This is an optimization exercise on Yosys and OpenROAD, whose aim is small area, a short achievable clock period and few clock cycles, not a production implementation. Function was checked by simulation only, so behaviour that the tests miss may differ from the original. Power and IR drop assume default switching activity.

// scrb_line
module scrb_line (
    input  wire        clk,
    input  wire        rst,         
    input  wire        cmd_valid,
    output wire        cmd_ready,
    input  wire [15:0] cmd_x1,      
    input  wire [15:0] cmd_y1,      
    input  wire [15:0] cmd_x2,      
    input  wire [15:0] cmd_y2,      
    input  wire [7:0]  cmd_width,   
    input  wire [10:0] cmd_w,       
    input  wire [10:0] cmd_h,       
    output wire        px_valid,
    input  wire        px_ready,
    output wire [9:0]  px_x,
    output wire [9:0]  px_y,
    output wire        done
);
    function [15:0] sqit;
        input [8:0] rem;
        input [6:0] root;
        input [1:0] pr;
        reg   [10:0] x;
        reg   [8:0]  t;
        begin
            x = {rem, pr};
            t = {root, 2'b01};
            if (x >= {2'b0, t}) sqit = {x[8:0] - t, root[5:0], 1'b1};
            else                sqit = {x[8:0], root[5:0], 1'b0};
        end
    endfunction
    reg       setup;               
    reg [2:0] step;
    reg       run;
    reg        [7:0]  width;
    reg        [9:0]  bw1, bh1;    
    reg        [16:0] dx;
    reg        [17:0] dy;
    reg               sx, sy;      
    reg               noinner;
    reg               xmaj;        
    reg signed [8:0]  snr;         
    reg        [6:0]  rh;          
    reg        [8:0]  kin;         
    wire       [6:0]  r = width[7:1];
    reg               wact;        
    reg signed [17:0] wpx;         
    reg signed [19:0] wd;          
    reg signed [8:0]  woj;         
    reg signed [14:0] wt;          
  ...
Size in the first run: ~4200 cells after synthesis, ~120 I/O pins, about 39000 sq um of cells after synthesis.
Settings: LEC_CHECK=0, CAP_MARGIN=20, CORE_MARGIN=2, CORE_UTILIZATION=40, PLACE_DENSITY=0.6, SETUP_SLACK_MARGIN=5, SLEW_MARGIN=20; clock period 11.0 ns.
run.sh (not shown) runs the stock make flow with config.mk's settings and CLKGATE_MAP_FILE= SYNTH_SCRIPT=/design/flow/synth_recipe.tcl, a recipe that flattens the netlist after the stock synthesis.
Testbench counts at the start, summed over its fixed seeds: cycles 396,579.
Change:
--- a/flow/design.v
+++ b/flow/design.v
@@ -171,23 +171,21 @@
     wire [9:0] s2s = rb_hh[11] ? 10'd0 : rb_hh[9:0];
     wire [9:0] s2e = o_hi ? bw1 : rb_hi[9:0];
     wire v1    = i_lo && !(hole ? rb_hl[11] : rb_hi[11]);
     wire v2    = hole && i_hh && !rb_hi[11];
     wire fire     = e_v && px_ready;
     wire seg_over = !e_v || (fire && (e_x == e_end));
     wire take_rb  = seg_over && !e2_v && rb_v;
-    wire all_empty = !wact && !pa_pv && !pa_eor && !pb_pv && !pb_eor && !pe_pv && !pe_eor && !pc_eor &&
-                     !rb_v && !e_v && !e2_v;
-    reg  emp_r;                     
     reg  cr, dn;                    
     wire fin = dn;
     wire last_step = setup && (step == 3'd7);
     wire setup_n = (cmd_valid && cr) || (setup && !last_step);
     wire run_n   = last_step || (run && !fin);
-    wire emp_n   = all_empty && !last_step;
+    wire emp_n   = !wact && !pa_pv && !pa_eor && !pb_pv && !pb_eor && !pe_pv && !pe_eor &&
+                   !pc_eor && !rb_v && !e2_v && (!e_v || (fire && (e_x == e_end))) && !last_step;
     assign cmd_ready = cr;
     assign done      = fin;
     assign px_valid  = e_v;
     assign px_x      = e_x;
     assign px_y      = e_y;
     always @(posedge clk) begin
         if (cmd_ready) begin
@@ -320,15 +318,14 @@
                 e_end <= v1 ? s1e : s2e;
                 e2_s  <= s2s;
                 e2_e  <= s2e;
             end
         end else if (fire) begin
             e_x <= e_x + 10'd1;
         end
-        emp_r <= emp_n;
         if (take_rb) begin
             e_first <= 1'b0;
             if (!e_first) e_y <= e_y + {{9{!sy}}, 1'b1};
         end
         if (rst) begin
             setup   <= 1'b0;
             step    <= 3'd0;
After rerunning:
- The changed run finished with timing, DRC and antenna clean
- via count climbs by 2.0%
- global-route usage decreases by 0.13 points
- cell area is higher by 1.2%
- non-clock buffer count rises by 7
- register-to-register slack improves by 70 ps
- die area went up by 1.6%
Testbench counts after the change, summed over its fixed seeds: cycles 395,644.

--- another note on this design; it stands on its own ---

==> v28 <==
// scrb_line
module scrb_line (
    input  wire        clk,
    input  wire        rst,         
    input  wire        cmd_valid,
    output wire        cmd_ready,
    input  wire [15:0] cmd_x1,      
    input  wire [15:0] cmd_y1,      
    input  wire [15:0] cmd_x2,      
    input  wire [15:0] cmd_y2,      
    input  wire [7:0]  cmd_width,   
    input  wire [10:0] cmd_w,       
    input  wire [10:0] cmd_h,       
    output wire        px_valid,
    input  wire        px_ready,
    output wire [9:0]  px_x,
    output wire [9:0]  px_y,
    output wire        done
);
==> flow/config.mk <==
export PLATFORM = sky130hd
export DESIGN_NAME = scrb_line
export DESIGN_NICKNAME = scrb_line
export VERILOG_FILES = /design/flow/design.v
export SDC_FILE = /design/flow/constraint.sdc
export NUM_CORES = 4
export LEC_CHECK = 0
export CAP_MARGIN = 20
export CORE_MARGIN = 2
export CORE_UTILIZATION = 40
export PLACE_DENSITY = 0.6
export SETUP_SLACK_MARGIN = 5
export SLEW_MARGIN = 20
==> flow/constraint.sdc <==
create_clock -name core_clock -period 11.0 [get_ports {clk}]
set_input_delay 2.2000 -clock core_clock [delete_from_list [all_inputs] [get_ports {clk}]]
set_output_delay 2.2000 -clock core_clock [all_outputs]
set_load 0.01 [all_outputs]
run.sh (not shown) runs the stock make flow with config.mk's settings and CLKGATE_MAP_FILE= SYNTH_SCRIPT=/design/flow/synth_recipe.tcl, a recipe that flattens the netlist after the stock synthesis.
==> v17 (differences from v28) <==
--- a/flow/design.v
+++ b/flow/design.v
@@ -205,17 +205,17 @@
     wire emp_n   = !wact && !pa_pv && !pa_eor && !pb_pv && !pb_eor && !pe_pv && !pe_eor &&
                    !pc_eor && !rb_v && !e2_v && (!e_v || (px_ready && e_last)) && !last_step;
     assign cmd_ready = cr;
     assign done      = fin;
     assign px_valid  = e_v;
     assign px_x      = e_x;
     assign px_y      = e_y;
     always @(posedge clk) begin
-        if (cmd_ready) begin
+        if ((!setup && !run) || dn) begin      
             wpx   <= {{2{cmd_x1[15]}}, cmd_x1};
             rowy  <= {cmd_y1[15], cmd_y1};
             dx    <= {cmd_x2[15], cmd_x2};
             dy    <= {{2{cmd_y2[15]}}, cmd_y2};
             width <= cmd_width;
             bw1   <= cmd_w[9:0] - 10'd1;
             bh1   <= cmd_h[9:0] - 10'd1;
             sa    <= {{4{cmd_x2[15]}}, cmd_x2};
==> comparison <==
- Of v17 and v28, v17 has the higher critical path depth (gap 6).
- Synthesized cell count: v17 is larger than v28 (about 2.3%).
- Flip-flop and latch count is the same in v17 and v28.
- Between v28 and v17, the lower sequential share of layout area is in v17 (gap 0.25 points).
==> figures <==
                                                                                  v17                          v28
Run status                                                    complete, no violations      complete, no violations
Count of inverters not on the clock network in the layout                         284                          289
Largest net degree at the start of global routing                                  58                           63
Minimum setup slack among reg-to-reg paths                                    6.77 ns                      6.85 ns
Die width                                                                    323.9 µm                     323.5 µm
Power in the clock group                                                      2.81 mW                      2.66 mW
Power Internal                                                               6.247 mW                     5.927 mW
Multi-input combinational cell count                                             3227                         3137
Fraction of met2 tracks used by global routing                                 0.3831                       0.3610
Start-to-end type of the worst setup path                  primary input to flip-flop  flip-flop to primary output
Testbench counts of v28, summed over its fixed seeds: cycles 395,644.
Testbench counts of v17, summed over its fixed seeds: cycles 395,644.

[port drivers added, routing unchanged]
In the flow no input, the clock included, has a driving cell. The finished layouts below were timed again as built, in two steps.
Step 1: set_driving_cell puts a clkbuf_16 on clk and a buf_2 on each other input, an assumption about the parent block.
Step 2 also shifts input and output timing later by t, the mid clock arrival at the registers, as if the neighbouring blocks saw the same clock.
Slacks: ideal ports / drivers / drivers and shift; pairs: ideal ports / drivers.
| run | shift t [ns] | setup WS [ns] | slew at the worst register clock pin (ns) | pins driven straight from the clock port |
|---|---|---|---|---|
| the first run of note 1 | 0.700 | 6.309 / 6.309 / 5.698 | 0.07 / 0.07 | 1 |
| the second run of note 1 | 0.722 | 6.100 / 6.142 / 5.420 | 0.07 / 0.07 | 1 |
| v28 | 0.708 | 6.504 / 6.426 / 6.127 | 0.07 / 0.07 | 1 |
| v17 | 0.722 | 6.451 / 6.505 / 5.783 | 0.07 / 0.07 | 1 |
After both steps every run listed still meets setup and hold. The setup slack of the second run of note 1, which loses most, moves by +0.042 ns with the drivers and by -0.680 ns with both steps.
